Background: an optimization exercise with open tools, aiming at small area, a short achievable clock period and few clock cycles. Do not read the settings as production practice. Only simulation tests tie the RTL to the original design; equivalence was not proved. No activity file was given, so power comes from the tool's default toggle rates.

<file path="design/flow/design.v">
module sce_spu (
    input  wire         clk,
    input  wire         rst,
    input  wire         req_valid,
    output wire         req_ready,
    input  wire [127:0] req_word,
    input  wire         pay_valid,
    output wire         pay_ready,
    input  wire [7:0]   pay_data,
    output wire         tx_valid,
    input  wire         tx_ready,
    output wire [7:0]   tx_data,
    output wire         wr_req,
    output wire [17:0]  wr_len,
    output wire         rd_req,
    output wire [17:0]  rd_len,
    input  wire         tp_valid,
    input  wire [1:0]   tp_err,
    input  wire [31:0]  tp_info,
    input  wire         rx_valid,
    input  wire [7:0]   rx_data,
    output wire         slp_req,
    output wire [31:0]  slp_ms,
    input  wire         wake,
    output reg          res_valid,
    output reg  [1:0]   res_kind,
    output reg  [3:0]   res_code,
    output reg          dat_valid,
    output reg  [7:0]   dat_data,
    output wire [15:0]  status,
    output wire [24:0]  pincfg,
    output wire [31:0]  sckhz,
    output wire [17:0]  cbuf_len,
    output wire [17:0]  resp_owed,
    output wire [32:0]  elapsed,
    output wire [2:0]   fault_code,
    output wire [32:0]  fault_info0,
    output wire [32:0]  fault_info1,
    output wire [2:0]   cfault_code,
    output wire [32:0]  cfault_info0,
    output wire [32:0]  cfault_info1
);
    localparam [7:0] OPC_SET_LOW = 8'h80;
    localparam [7:0] OPC_OUT     = 8'h11;
    localparam [7:0] OPC_OUT_IN  = 8'h31;
    localparam [7:0] OPC_WAIT    = 8'h8F;
    localparam [7:0] DUMMY_BYTE  = 8'hFF;
    localparam [7:0] FILL_BYTE   = 8'hFF;
    localparam [18:0] CBUF_CAP   = 19'd131072;
    localparam [4:0] OP_CFG_PINS    = 5'h00;
    localparam [4:0] OP_CFG_CLOCK   = 5'h01;
    localparam [4:0] OP_CS_SELECT   = 5'h02;
    localparam [4:0] OP_CS_DESELECT = 5'h03;
    localparam [4:0] OP_DATA_OUT    = 5'h04;
    localparam [4:0] OP_DATA_OUT_IN = 5'h05;
    localparam [4:0] OP_WAIT_MASK   = 5'h06;
    localparam [4:0] OP_BYTES       = 5'h07;
    localparam [4:0] OP_FLUSH       = 5'h08;
    localparam [4:0] OP_IDENTIFY    = 5'h09;
    localparam [4:0] OP_POWER_UP    = 5'h0A;
    localparam [4:0] OP_POWER_DOWN  = 5'h0B;
    localparam [4:0] OP_WRITE_EN    = 5'h0C;
    localparam [4:0] OP_BULK_ERASE  = 5'h0D;
    localparam [4:0] OP_SECTOR_ERASE= 5'h0E;
    localparam [4:0] OP_PROGRAM_PAGE= 5'h0F;
    localparam [4:0] OP_READ        = 5'h10;
    localparam [4:0] OP_WAIT_READY  = 5'h11;
    localparam [3:0] R_ILLEGAL   = 4'd1;
    localparam [3:0] R_FAULTED   = 4'd2;
    localparam [3:0] R_NOTCONF   = 4'd3;
    localparam [3:0] R_BADCONFIG = 4'd4;
    localparam [3:0] R_BADLENGTH = 4'd5;
    localparam [3:0] R_PAGECROSS = 4'd6;
    localparam [3:0] R_ADDRRANGE = 4'd7;
    localparam [3:0] R_OVERFLOW  = 4'd8;
    localparam [3:0] R_ZEROPOLL  = 4'd9;
    localparam [2:0] F_SHORTWRITE = 3'd1;
    localparam [2:0] F_DISCONN    = 3'd2;
    localparam [2:0] F_DRIVER     = 3'd3;
    localparam [2:0] F_TIMEOUT    = 3'd4;
    localparam [1:0] K_OK      = 2'd0;
    localparam [1:0] K_REFUSED = 2'd1;
    localparam [1:0] K_FAULT   = 2'd2;
    localparam [2:0] S_IDLE  = 3'd0;
    localparam [2:0] S_CHECK = 3'd1;
    localparam [2:0] S_PACE  = 3'd2;
    localparam [2:0] S_EMIT  = 3'd3;
    localparam [2:0] S_FLUSH = 3'd4;
    localparam [2:0] S_WR    = 3'd5;
    localparam [2:0] S_RD    = 3'd6;
    localparam [2:0] S_SLEEP = 3'd7;
    reg [2:0] state;
    reg [4:0]  r_op;
    reg        r_pace;
    reg [1:0]  r_rsv0;
    reg [23:0] r_addr;
    reg [16:0] r_n;
    reg [14:0] r_rsv1;
    reg [31:0] r_a;
    reg [31:0] r_b;
    reg [7:0]  dir_mask, val_sel, val_desel;
    reg        pins_valid;
    reg [31:0] sck_hz;
    reg [17:0] cb_len;
    reg [17:0] r_owed;
    reg [7:0]  status_byte;
    reg        status_valid;
    reg [1:0]  spu_state;
    reg [31:0] poll_ms, budget_ms;
    reg [32:0] elapsed_ms;
    reg [2:0]  flt_code;
    reg [32:0] flt_info0, flt_info1;
    reg [2:0]  cflt_code;
    reg [32:0] cflt_info0, cflt_info1;
    reg [1:0]  seg;
    reg [16:0] bi;
    reg [17:0] base;
    reg [17:0] rcnt;
    reg [6:0]  pc_cnt;
    reg [63:0] pc_mcand;
    reg [31:0] pc_mplier;
    reg [63:0] pc_acc;
    reg [23:0] pc_rem;
    reg [15:0] pace_cm1;
    assign req_ready = (state == S_IDLE);
    reg use_addr, use_n, use_a, use_b;
    always @(*) begin
        use_addr = 1'b0; use_n = 1'b0; use_a = 1'b0; use_b = 1'b0;
        case (r_op)
            OP_CFG_PINS, OP_CFG_CLOCK: use_a = 1'b1;
            OP_DATA_OUT, OP_DATA_OUT_IN, OP_WAIT_MASK, OP_BYTES: use_n = 1'b1;
            OP_SECTOR_ERASE: use_addr = 1'b1;
            OP_PROGRAM_PAGE: begin use_addr = 1'b1; use_n = 1'b1; use_a = r_pace; end
            OP_READ: begin use_addr = 1'b1; use_n = 1'b1; end
            OP_WAIT_READY: begin use_a = 1'b1; use_b = 1'b1; end
            default: ;
        endcase
    end
    wire illegal =
        (r_op > OP_WAIT_READY) ||
        (r_rsv0 != 2'b00) || (r_rsv1 != 15'd0) ||
        (r_pace && r_op != OP_PROGRAM_PAGE) ||
        (!use_addr && r_addr != 24'd0) ||
        (!use_n && r_n != 17'd0) ||
        (!use_a && r_a != 32'd0) ||
        (!use_b && r_b != 32'd0) ||
        (r_op == OP_CFG_PINS && r_a[31:24] != 8'd0);
    wire needs_pins = (r_op == OP_CS_SELECT) || (r_op == OP_CS_DESELECT) ||
                      (r_op >= OP_IDENTIFY && r_op <= OP_WAIT_READY);
    wire [7:0] cfg_x = r_a[15:8] ^ r_a[23:16];
    wire cfg_onehot = (cfg_x != 8'd0) && ((cfg_x & (cfg_x - 8'd1)) == 8'd0);
    wire cfg_bad = !cfg_onehot || ((cfg_x & r_a[7:0]) == 8'd0);
    wire n_bad_xfer = (r_n == 17'd0) || (r_n > 17'd65536);
    wire n_bad_page = (r_n == 17'd0) || (r_n > 17'd256);
    wire n_bad_read = (r_n == 17'd0) || (r_n > 17'd65532);
    wire page_cross = ({1'b0, r_addr[7:0]} + r_n[8:0]) > 9'd256;
    wire addr_range = ({1'b0, r_addr} + {8'd0, r_n}) > 25'h1000000;
    reg [16:0] enc_len;
    reg [16:0] rsp_len;
    always @(*) begin
        enc_len = 17'd0;
        rsp_len = 17'd0;
        case (r_op)
            OP_CS_SELECT, OP_CS_DESELECT, OP_DATA_OUT, OP_WAIT_MASK: enc_len = 17'd3;
            OP_DATA_OUT_IN: begin enc_len = 17'd3; rsp_len = r_n; end
            OP_BYTES: enc_len = r_n;
            OP_IDENTIFY: begin enc_len = 17'd13; rsp_len = 17'd4; end
            OP_POWER_UP, OP_POWER_DOWN, OP_WRITE_EN, OP_BULK_ERASE: enc_len = 17'd10;
            OP_SECTOR_ERASE: enc_len = 17'd13;
            OP_PROGRAM_PAGE: enc_len = r_n + (r_pace ? 17'd26 : 17'd23);
            OP_READ: begin enc_len = r_n + 17'd13; rsp_len = r_n + 17'd4; end
            OP_WAIT_READY: begin enc_len = 17'd11; rsp_len = 17'd2; end
            default: ;
        endcase
    end
    wire overflow = ({1'b0, cb_len} + {2'b00, enc_len} > CBUF_CAP) ||
                    ({1'b0, r_owed} + {2'b00, rsp_len} > CBUF_CAP);
    reg [3:0] refuse;
    always @(*) begin
        refuse = 4'd0;
        if (illegal)
            refuse = R_ILLEGAL;
        else if (flt_code != 3'd0 && r_op != OP_POWER_DOWN)
            refuse = R_FAULTED;
        else if (needs_pins && !pins_valid)
            refuse = R_NOTCONF;
        else begin
            case (r_op)
                OP_CFG_PINS:  if (cfg_bad) refuse = R_BADCONFIG;
                OP_CFG_CLOCK: if (r_a == 32'd0) refuse = R_BADCONFIG;
                OP_DATA_OUT, OP_DATA_OUT_IN, OP_WAIT_MASK, OP_BYTES:
                    if (n_bad_xfer) refuse = R_BADLENGTH;
                OP_PROGRAM_PAGE:
                    if (n_bad_page) refuse = R_BADLENGTH;
                    else if (page_cross) refuse = R_PAGECROSS;
                    else if (r_pace && sck_hz == 32'd0) refuse = R_NOTCONF;
                OP_READ:
                    if (n_bad_read) refuse = R_BADLENGTH;
                    else if (addr_range) refuse = R_ADDRRANGE;
                OP_WAIT_READY:
                    if (r_a == 32'd0) refuse = R_ZEROPOLL;
                default: ;
            endcase
            if (refuse == 4'd0 && overflow)
                refuse = R_OVERFLOW;
        end
    end
    wire is_prim = (r_op >= OP_CS_SELECT && r_op <= OP_WAIT_MASK);
    wire [16:0] nm1 = r_n - 17'd1;
    reg        t_in;
    reg [16:0] t_m;
    always @(*) begin
        t_in = 1'b0;
        t_m  = 17'd1;
        case (r_op)
            OP_IDENTIFY:     begin t_in = 1'b1; t_m = 17'd4; end
            OP_SECTOR_ERASE: t_m = 17'd4;
            OP_PROGRAM_PAGE: t_m = (seg == 2'd0) ? 17'd1 : (r_n + 17'd4);
            OP_READ:         begin t_in = 1'b1; t_m = r_n + 17'd4; end
            OP_WAIT_READY:   begin t_in = 1'b1; t_m = 17'd2; end
            default: ;
        endcase
    end
    wire [16:0] t_mm1 = t_m - 17'd1;
    wire [16:0] pj = bi - 17'd6;
    reg [7:0] t_pay;
    reg       t_from_pay;
    always @(*) begin
        t_pay = 8'h00;
        t_from_pay = 1'b0;
        case (r_op)
            OP_IDENTIFY:   t_pay = (pj == 17'd0) ? 8'h9F : DUMMY_BYTE;
            OP_POWER_UP:   t_pay = 8'hAB;
            OP_POWER_DOWN: t_pay = 8'hB9;
            OP_WRITE_EN:   t_pay = 8'h06;
            OP_BULK_ERASE: t_pay = 8'hC7;
            OP_SECTOR_ERASE, OP_PROGRAM_PAGE, OP_READ: begin
                if (r_op == OP_PROGRAM_PAGE && seg == 2'd0)
                    t_pay = 8'h06;
                else begin
                    case (pj)
                        17'd0: t_pay = (r_op == OP_SECTOR_ERASE) ? 8'hD8 :
                                       (r_op == OP_PROGRAM_PAGE) ? 8'h02 : 8'h03;
                        17'd1: t_pay = r_addr[23:16];
                        17'd2: t_pay = r_addr[15:8];
                        17'd3: t_pay = r_addr[7:0];
                        default: begin
                            t_pay = FILL_BYTE;
                            t_from_pay = (r_op == OP_PROGRAM_PAGE);
                        end
                    endcase
                end
            end
            OP_WAIT_READY: t_pay = (pj == 17'd0) ? 8'h05 : DUMMY_BYTE;
            default: ;
        endcase
    end
    reg [7:0]  gen_byte;
    reg        gen_from_pay;
    reg [16:0] seg_len;
    reg        seg_final;
    always @(*) begin
        gen_byte = 8'h00;
        gen_from_pay = 1'b0;
        seg_len = 17'd3;
        seg_final = 1'b1;
        if (is_prim) begin
            seg_len = 17'd3;
            case (bi[1:0])
                2'd0: case (r_op)
                          OP_CS_SELECT, OP_CS_DESELECT: gen_byte = OPC_SET_LOW;
                          OP_DATA_OUT:    gen_byte = OPC_OUT;
                          OP_DATA_OUT_IN: gen_byte = OPC_OUT_IN;
                          default:        gen_byte = OPC_WAIT;
                      endcase
                2'd1: case (r_op)
                          OP_CS_SELECT:   gen_byte = val_sel;
                          OP_CS_DESELECT: gen_byte = val_desel;
                          default:        gen_byte = nm1[7:0];
                      endcase
                default: case (r_op)
                          OP_CS_SELECT, OP_CS_DESELECT: gen_byte = dir_mask;
                          default:        gen_byte = nm1[15:8];
                      endcase
            endcase
        end else if (r_op == OP_BYTES) begin
            seg_len = r_n;
            gen_from_pay = 1'b1;
        end else if (r_op == OP_PROGRAM_PAGE && seg == 2'd2) begin
            seg_len = 17'd3;
            case (bi[1:0])
                2'd0:    gen_byte = OPC_WAIT;
                2'd1:    gen_byte = pace_cm1[7:0];
                default: gen_byte = pace_cm1[15:8];
            endcase
        end else begin
            seg_len = t_m + 17'd9;
            seg_final = !(r_op == OP_PROGRAM_PAGE && (seg == 2'd0 || r_pace));
            if (bi < 17'd3) begin
                case (bi[1:0])
                    2'd0:    gen_byte = OPC_SET_LOW;
                    2'd1:    gen_byte = val_sel;
                    default: gen_byte = dir_mask;
                endcase
            end else if (bi < 17'd6) begin
                case (bi[2:0])
                    3'd3:    gen_byte = t_in ? OPC_OUT_IN : OPC_OUT;
                    3'd4:    gen_byte = t_mm1[7:0];
                    default: gen_byte = t_mm1[15:8];
                endcase
            end else if (pj < t_m) begin
                gen_byte = t_pay;
                gen_from_pay = t_from_pay;
            end else begin
                case (bi - 17'd6 - t_m)
                    17'd0:   gen_byte = OPC_SET_LOW;
                    17'd1:   gen_byte = val_desel;
                    default: gen_byte = dir_mask;
                endcase
            end
        end
    end
    wire emitting = (state == S_EMIT);
    assign tx_valid  = emitting && (!gen_from_pay || pay_valid);
    assign tx_data   = gen_from_pay ? pay_data : gen_byte;
    assign pay_ready = emitting && gen_from_pay && tx_ready;
    wire   tx_fire   = tx_valid && tx_ready;
    wire   seg_last  = (bi == seg_len - 17'd1);
    wire immediate = (r_op >= OP_FLUSH) && (r_op != OP_PROGRAM_PAGE);
    assign wr_req  = (state == S_WR);
    assign wr_len  = cb_len;
    assign rd_req  = (state == S_RD);
    assign rd_len  = r_owed;
    assign slp_req = (state == S_SLEEP);
    assign slp_ms  = poll_ms;
    wire [17:0] slice_i = rcnt - base;
    wire        rd_last = (rcnt == r_owed - 18'd1);
    wire [32:0] elapsed_next = elapsed_ms + {1'b0, poll_ms};
    assign status       = {status_byte, spu_state, status_valid, (sck_hz != 32'd0),
                           pins_valid, (cflt_code != 3'd0), (flt_code != 3'd0),
                           (state != S_IDLE)};
    assign pincfg       = {pins_valid, val_desel, val_sel, dir_mask};
    assign sckhz        = sck_hz;
    assign cbuf_len     = cb_len;
    assign resp_owed    = r_owed;
    assign elapsed      = elapsed_ms;
    assign fault_code   = flt_code;
    assign fault_info0  = flt_info0;
    assign fault_info1  = flt_info1;
    assign cfault_code  = cflt_code;
    assign cfault_info0 = cflt_info0;
    assign cfault_info1 = cflt_info1;
    task enter_fault(input [2:0] kind, input [32:0] i0, input [32:0] i1);
        begin
            if (flt_code == 3'd0) begin
                flt_code  <= kind;
                flt_info0 <= i0;
                flt_info1 <= i1;
            end else if (cflt_code == 3'd0) begin
                cflt_code  <= kind;
                cflt_info0 <= i0;
                cflt_info1 <= i1;
            end
            cb_len    <= 18'd0;
            r_owed    <= 18'd0;
            spu_state <= 2'd0;
            res_valid <= 1'b1;
            res_kind  <= K_FAULT;
            res_code  <= {1'b0, kind};
            state     <= S_IDLE;
        end
    endtask
    task finish_ok;
        begin
            res_valid <= 1'b1;
            res_kind  <= K_OK;
            res_code  <= 4'd0;
            state     <= S_IDLE;
        end
    endtask
    always @(posedge clk) begin
        if (rst) begin
            state        <= S_IDLE;
            r_op         <= 5'd0;
            r_pace       <= 1'b0;
            r_rsv0       <= 2'd0;
            r_addr       <= 24'd0;
            r_n          <= 17'd0;
            r_rsv1       <= 15'd0;
            r_a          <= 32'd0;
            r_b          <= 32'd0;
            dir_mask     <= 8'd0;
            val_sel      <= 8'd0;
            val_desel    <= 8'd0;
            pins_valid   <= 1'b0;
            sck_hz       <= 32'd0;
            cb_len       <= 18'd0;
            r_owed       <= 18'd0;
            status_byte  <= 8'd0;
            status_valid <= 1'b0;
            spu_state    <= 2'd0;
            poll_ms      <= 32'd0;
            budget_ms    <= 32'd0;
            elapsed_ms   <= 33'd0;
            flt_code     <= 3'd0;
            flt_info0    <= 33'd0;
            flt_info1    <= 33'd0;
            cflt_code    <= 3'd0;
            cflt_info0   <= 33'd0;
            cflt_info1   <= 33'd0;
            seg          <= 2'd0;
            bi           <= 17'd0;
            base         <= 18'd0;
            rcnt         <= 18'd0;
            pc_cnt       <= 7'd0;
            pc_mcand     <= 64'd0;
            pc_mplier    <= 32'd0;
            pc_acc       <= 64'd0;
            pc_rem       <= 24'd0;
            pace_cm1     <= 16'd0;
            res_valid    <= 1'b0;
            res_kind     <= K_OK;
            res_code     <= 4'd0;
            dat_valid    <= 1'b0;
            dat_data     <= 8'd0;
        end else begin
            res_valid <= 1'b0;
            dat_valid <= 1'b0;
            case (state)
                S_IDLE: begin
                    if (req_valid) begin
                        r_op   <= req_word[4:0];
                        r_pace <= req_word[5];
                        r_rsv0 <= req_word[7:6];
                        r_addr <= req_word[31:8];
                        r_n    <= req_word[48:32];
                        r_rsv1 <= req_word[63:49];
                        r_a    <= req_word[95:64];
                        r_b    <= req_word[127:96];
                        state  <= S_CHECK;
                    end
                end
                S_CHECK: begin
                    seg  <= 2'd0;
                    bi   <= 17'd0;
                    base <= r_owed;
                    if (refuse != 4'd0) begin
                        res_valid <= 1'b1;
                        res_kind  <= K_REFUSED;
                        res_code  <= refuse;
                        state     <= S_IDLE;
                    end else begin
                        r_owed <= r_owed + {1'b0, rsp_len};
                        case (r_op)
                            OP_CFG_PINS: begin
                                dir_mask   <= r_a[7:0];
                                val_sel    <= r_a[15:8];
                                val_desel  <= r_a[23:16];
                                pins_valid <= 1'b1;
                                finish_ok;
                            end
                            OP_CFG_CLOCK: begin
                                sck_hz <= r_a;
                                finish_ok;
                            end
                            OP_FLUSH: state <= S_FLUSH;
                            OP_WAIT_READY: begin
                                poll_ms    <= r_a;
                                budget_ms  <= r_b;
                                elapsed_ms <= 33'd0;
                                spu_state  <= 2'd1;
                                state      <= S_EMIT;
                            end
                            OP_PROGRAM_PAGE: begin
                                if (r_pace) begin
                                    pc_cnt    <= 7'd0;
                                    pc_mcand  <= {32'd0, r_a};
                                    pc_mplier <= sck_hz;
                                    pc_acc    <= 64'd0;
                                    pc_rem    <= 24'd0;
                                    state     <= S_PACE;
                                end else
                                    state <= S_EMIT;
                            end
                            default: state <= S_EMIT;
                        endcase
                    end
                end
                S_PACE: begin
                    pc_cnt <= pc_cnt + 7'd1;
                    if (pc_cnt < 7'd32) begin
                        if (pc_mplier[0])
                            pc_acc <= pc_acc + pc_mcand;
                        pc_mcand  <= pc_mcand << 1;
                        pc_mplier <= pc_mplier >> 1;
                    end else if (pc_cnt < 7'd96) begin : div_step
                        reg [24:0] trial;
                        trial = {pc_rem, pc_acc[63]} - 25'd8000000;
                        if (!trial[24]) begin
                            pc_rem <= trial[23:0];
                            pc_acc <= {pc_acc[62:0], 1'b1};
                        end else begin
                            pc_rem <= {pc_rem[22:0], pc_acc[63]};
                            pc_acc <= {pc_acc[62:0], 1'b0};
                        end
                    end else begin
                        if (pc_acc == 64'd0)
                            pace_cm1 <= 16'd0;
                        else if (pc_acc > 64'd65536)
                            pace_cm1 <= 16'hFFFF;
                        else
                            pace_cm1 <= pc_acc[15:0] - 16'd1;
                        state <= S_EMIT;
                    end
                end
                S_EMIT: begin
                    if (tx_fire) begin
                        cb_len <= cb_len + 18'd1;
                        if (seg_last) begin
                            bi <= 17'd0;
                            if (!seg_final)
                                seg <= seg + 2'd1;
                            else if (immediate)
                                state <= S_FLUSH;
                            else
                                finish_ok;
                        end else
                            bi <= bi + 17'd1;
                    end
                end
                S_FLUSH: begin
                    if (cb_len == 18'd0)
                        finish_ok;
                    else
                        state <= S_WR;
                end
                S_WR: begin
                    if (tp_valid) begin
                        case (tp_err)
                            2'd1: enter_fault(F_SHORTWRITE, {1'b0, tp_info}, {15'd0, cb_len});
                            2'd2: enter_fault(F_DISCONN, 33'd0, 33'd0);
                            2'd3: enter_fault(F_DRIVER, 33'd0, {1'b0, tp_info});
                            default: begin
                                if (r_owed != 18'd0) begin
                                    rcnt  <= 18'd0;
                                    state <= S_RD;
                                    if (r_op == OP_WAIT_READY)
                                        spu_state <= 2'd2;
                                end else begin
                                    cb_len <= 18'd0;
                                    finish_ok;
                                end
                            end
                        endcase
                    end
                end
                S_RD: begin
                    if (tp_valid && tp_err != 2'd0) begin
                        if (tp_err == 2'd3)
                            enter_fault(F_DRIVER, 33'd1, {1'b0, tp_info});
                        else
                            enter_fault(F_DISCONN, 33'd1, 33'd0);
                    end else if (rx_valid) begin
                        rcnt <= rcnt + 18'd1;
                        if (r_op == OP_IDENTIFY && rcnt >= base &&
                            slice_i >= 18'd1 && slice_i <= 18'd3) begin
                            dat_valid <= 1'b1;
                            dat_data  <= rx_data;
                        end
                        if (r_op == OP_READ && rcnt >= base && slice_i >= 18'd4) begin
                            dat_valid <= 1'b1;
                            dat_data  <= rx_data;
                        end
                        if (r_op == OP_WAIT_READY && rcnt >= base && slice_i == 18'd1) begin
                            status_byte  <= rx_data;
                            status_valid <= 1'b1;
                        end
                        if (rd_last) begin
                            cb_len <= 18'd0;
                            r_owed <= 18'd0;
                            if (r_op == OP_WAIT_READY && rx_data[0]) begin
                                spu_state <= 2'd3;
                                state     <= S_SLEEP;
                            end else begin
                                spu_state <= 2'd0;
                                finish_ok;
                            end
                        end
                    end
                end
                S_SLEEP: begin
                    if (wake) begin
                        elapsed_ms <= elapsed_next;
                        if (elapsed_next > {1'b0, budget_ms})
                            enter_fault(F_TIMEOUT, elapsed_next, {1'b0, budget_ms});
                        else begin
                            base      <= 18'd0;
                            r_owed    <= 18'd2;
                            seg       <= 2'd0;
                            bi        <= 17'd0;
                            spu_state <= 2'd1;
                            state     <= S_EMIT;
                        end
                    end
                end
                default: state <= S_IDLE;
            endcase
        end
    end
endmodule
</file>
<file path="design/flow/run.sh">
#!/bin/bash
# synth_recipe.tcl (not shown) runs the flow's synth.tcl, then flattens the netlist and writes it again
# the make line also repeats each setting of config.mk as NAME=value (left out here)
make -C /OpenROAD-flow-scripts/flow DESIGN_CONFIG=/design/flow/config.mk WORK_HOME=/design/flow/orfs CLKGATE_MAP_FILE= SYNTH_SCRIPT=/design/flow/synth_recipe.tcl finish
</file>
<file path="design/flow/config.mk">
export PLATFORM = sky130hd
export DESIGN_NAME = sce_spu
export DESIGN_NICKNAME = sce_spu
export VERILOG_FILES = /design/flow/design.v
export SDC_FILE = /design/flow/constraint.sdc
export NUM_CORES = 4
export LEC_CHECK = 0
export CAP_MARGIN = 20
export CORE_MARGIN = 2
export CORE_UTILIZATION = 40
export PLACE_DENSITY = 0.6
export SLEW_MARGIN = 20
</file>
<file path="design/flow/constraint.sdc">
create_clock -name core_clock -period 11.0 [get_ports {clk}]
set_input_delay 2.2000 -clock core_clock [delete_from_list [all_inputs] [get_ports {clk}]]
set_output_delay 2.2000 -clock core_clock [all_outputs]
set_load 0.01 [all_outputs]
</file>
==> notes.md <==
power by group:
part	leakage, nW	switching, mW	internal, mW
sequential	6.05	0.125	2.78
clock	1.51	1.33	1.80
combinational	14.0	0.706	0.377
total	21.5	2.16	4.96
cells by family after synthesis:
family	count (synthesis)
mux	205
xor+xnor	293
flops	748
fa+ha+maj	255
simple gates	2395
compound gates	1847
buf+inv	681
metrics by stage:
stage / hold slack, ps / area, um2 / cells
finish: 455 / 58700 / 8411
global route: 476 / 58700 / 8405
CTS: 455 / 58600 / 8400
detailed placement: 448 / 55500 / 8236
global placement: 441 / 55500 / 8236
floorplan: 431 / 49000 / 6424
sequential cells by signal, summed over array words and instances (netlist names), 24 cells and up:
| register | cells |
|---|---|
| r_addr | 24 |
| pc_mcand | 64 |
| flt_info0 | 33 |
| r_a | 32 |
| pc_acc | 64 |
| cflt_info1 | 33 |
| sck_hz | 32 |
| poll_ms | 32 |
| r_b | 32 |
| elapsed_ms | 33 |
| pc_mplier | 32 |
| pc_rem | 24 |
| budget_ms | 32 |
| cflt_info0 | 33 |
| flt_info1 | 33 |
critical path: stages, from the launching register on:
cell and delay [ps]:
dfxtp_1 830, or2b_2 430, nor2_8 410, ha_1 280
a21o_2 150, o21ai_0 260, fa_1 520, a21o_1 180
a21oi_1 290, o21bai_1 100, a31oi_1 280, o21bai_1 150
a2111o_1 470, a311o_1 340, a221o_1 320, a2111oi_2 780
mux2i_1 160, mux2i_1 160, a2111oi_0 130, nor3_1 660
clkdlybuf4s50_1 680
per-layer routing:
| metal | vias up | global-route usage | part of all wire |
|---|---|---|---|
| met3 | 497 | 0.0568 | 0.086 |
| li1 | 23700 | - | - |
| met5 | - | 0 | 0.00017 |
| met4 | 6 | 0.168 | 0.060 |
| met2 | 2287 | 0.472 | 0.43 |
| met1 | 24100 | 0.428 | 0.43 |
area by class of cell:
type | instances | area (um2)
Inverter | 208 | 781
Tap cell | 1625 | 2030
Clock inverter | 44 | 541
Timing Repair Buffer | 661 | 6420
Antenna cell | 10 | 25.0
Fill cell | 12000 | 63000
Clock buffer | 120 | 2530
Sequential cell | 748 | 15000
Multi-Input combinational cell | 4995 | 31400
path summary, 6_finish.rpt:
check	start	to	slack, ps	depth (start not counted)
max	r_op[4]	tx_data[3]	480	20
min	r_rsv1[3]	r_rsv1[3]	450	2
max reg2reg	r_op[4]	sck_hz[12]	1700	34
min reg2reg	r_rsv1[3]	r_rsv1[3]	450	2
layout by cell type (no fill, tap or decap), types with 79 or more instances in the layout:
| cell type | n |
|---|---|
| nand3_1 | 138 |
| nor4_1 | 93 |
| dfxtp_1 | 748 |
| a211oi_1 | 180 |
| inv_1 | 203 |
| buf_4 | 94 |
| mux2i_1 | 198 |
| a21o_1 | 116 |
| ha_1 | 246 |
| clkbuf_16 | 89 |
| a22oi_1 | 172 |
| clkdlybuf4s50_1 | 562 |
| xor2_1 | 93 |
| xnor2_1 | 199 |
| nand2_1 | 786 |
| nor2_1 | 787 |
| a21oi_1 | 569 |
| a311oi_1 | 79 |
| nor3_1 | 108 |
| nand4_1 | 79 |
| o21ai_0 | 267 |
==> impl_metrics.toml <==
[cts]
cts_resized = 0
path_clk_slew_ps = 60
clock_sinks = 748
hold_buffers = 0
root_buffer = "clkbuf_16"
cts_buffers = 89
cts_tree = "yes"
clock_latency_ps = 730
clk_path_buf_depth = 3
cts_setup_buffers = 0
htree_num_levels = 3

[synthesis]
synthArstFlopShare = 0
synth_cell_types = 115
synth_top_family_by_area = "compound AO/OA/AOI/OAI gates"
synthTopCellsByCount = "nor2_1, nand2_1, dfxtp_1"
yosys_register_bits = 748
synthAdderAreaFrac = 0.0662
netlist_area_um2 = 49000
syn_avg_cell_area_um2 = 7.63
synthMostInstantiatedCell = "nor2_1"
synth.area.mux_share = 0.0420
synth_edf_count = 0
ys_warn_count = 1
netlist_top_cells_area = "dfxtp_1, ha_1, nor2_1"
netlist.area_leader.share = 0.305
synth_top_flop_cell = "dfxtp_1"
ys_seq_area_frac = 0.305
yosys.area_share.simple = 0.225
yosys.area.top_type = "dfxtp_1"
synth_xor_area_frac = 0.0523
postSynthCellCount = 6424
synth_nets = 6864
synth_compound_area_frac = 0.250

[placement]
port_buffers = 563
hpwl_mm = 155
preCtsSetupSlack_ps = 1330
globalplace.congestion = 1.02

[route]
routed_wl_mm = 207
wl_per_cell_um = 24.6
first_iter_violations = 5330
ant_nets = 0
drc_errors = 0
via_per_inst = 6.01
first_pass_iters = 7
vias = 50600

[timing]
hold_viol = 0
final.setup.tns_ps = 0
clock-skew-final_ps = 52.4
final.min_clock_period_ps = 10520
slew_violations = 0
timing.final.ws_setup_ps = 484
worst_pin_slew_ps = 1250
period_share = 0.956
rsz0062_at_grt = "no"
relSlewSlack = 0.158
setup_viol = 0
clock.fmax_mhz = 95.1

[die]
rows = 128
fp.dieH_um = 354
ioPinCount = 564
die-area_um2 = 125000
core_area_um2 = 122000
initial_core_util = 0.403
chipWidth_um = 354

[setup_path]
path_max_fanout = 26
endpoint_kind = "output pin"
path_class = "flop to output pin"
cp.arrival_ps = 8320
worstPathRequired_ps = 8800
worstSetupStartpointType = "flop"

[grt]
grt_antenna_before_repair = 12
overflow = 0
grt_max_degree = 207
grt_pass1_wl_mm = 304
track_usage = 0.315
grt_pass1_vias = 46200

[pwr]
power_leakage_nw = 21.5
ir_drop_mv = 0.129
powerDensity_nw_per_um2 = 121
power_mw = 7.12

[final_layout]
final_util = 0.482
layout.nets = 7143
drive_gt1_frac = 0.0570
area.growth.synth_to_final_pct = 19.7

[job]
max_cap_violations = 0

[hold_path]
min_path_type = "flop to flop"

[run_status]
status = "timing/DRC/antenna clean"
Testbench counts, summed over its fixed seeds: cycles 70,133.

[what the ideal ports hide]
How much do the figures lean on ideal ports? The routed layout below was timed once more, with nothing changed but the port constraints.
Step 1 (the two cells are an assumption about what drives the block):
set clk [get_ports {clk}]
set_driving_cell -lib_cell sky130_fd_sc_hd__clkbuf_16 $clk
set_driving_cell -lib_cell sky130_fd_sc_hd__buf_2 [delete_from_list [all_inputs] $clk]
Step 2 adds t to the input delays and takes it off the output delays; t is the mean of the earliest and latest rising clock arrival at the registers after step 1. Input paths then give back, and output paths get back, about the clock's delay inside the block.
Three values: no drivers, after step 1, after step 2; two values: the first two.
t, ns: 0.779
setup slack, ns: 0.484 / 0.409 / 1.188
hold WS [ns]: 0.455 / 0.455 / 0.455
worst register clock-pin slew, ns: 0.08 / 0.08
worst slew at a driven data input, ns: 0.17
After both steps this run still meets setup and hold. The setup slack of this run moves by -0.075 ns with the drivers and by +0.704 ns with both steps.
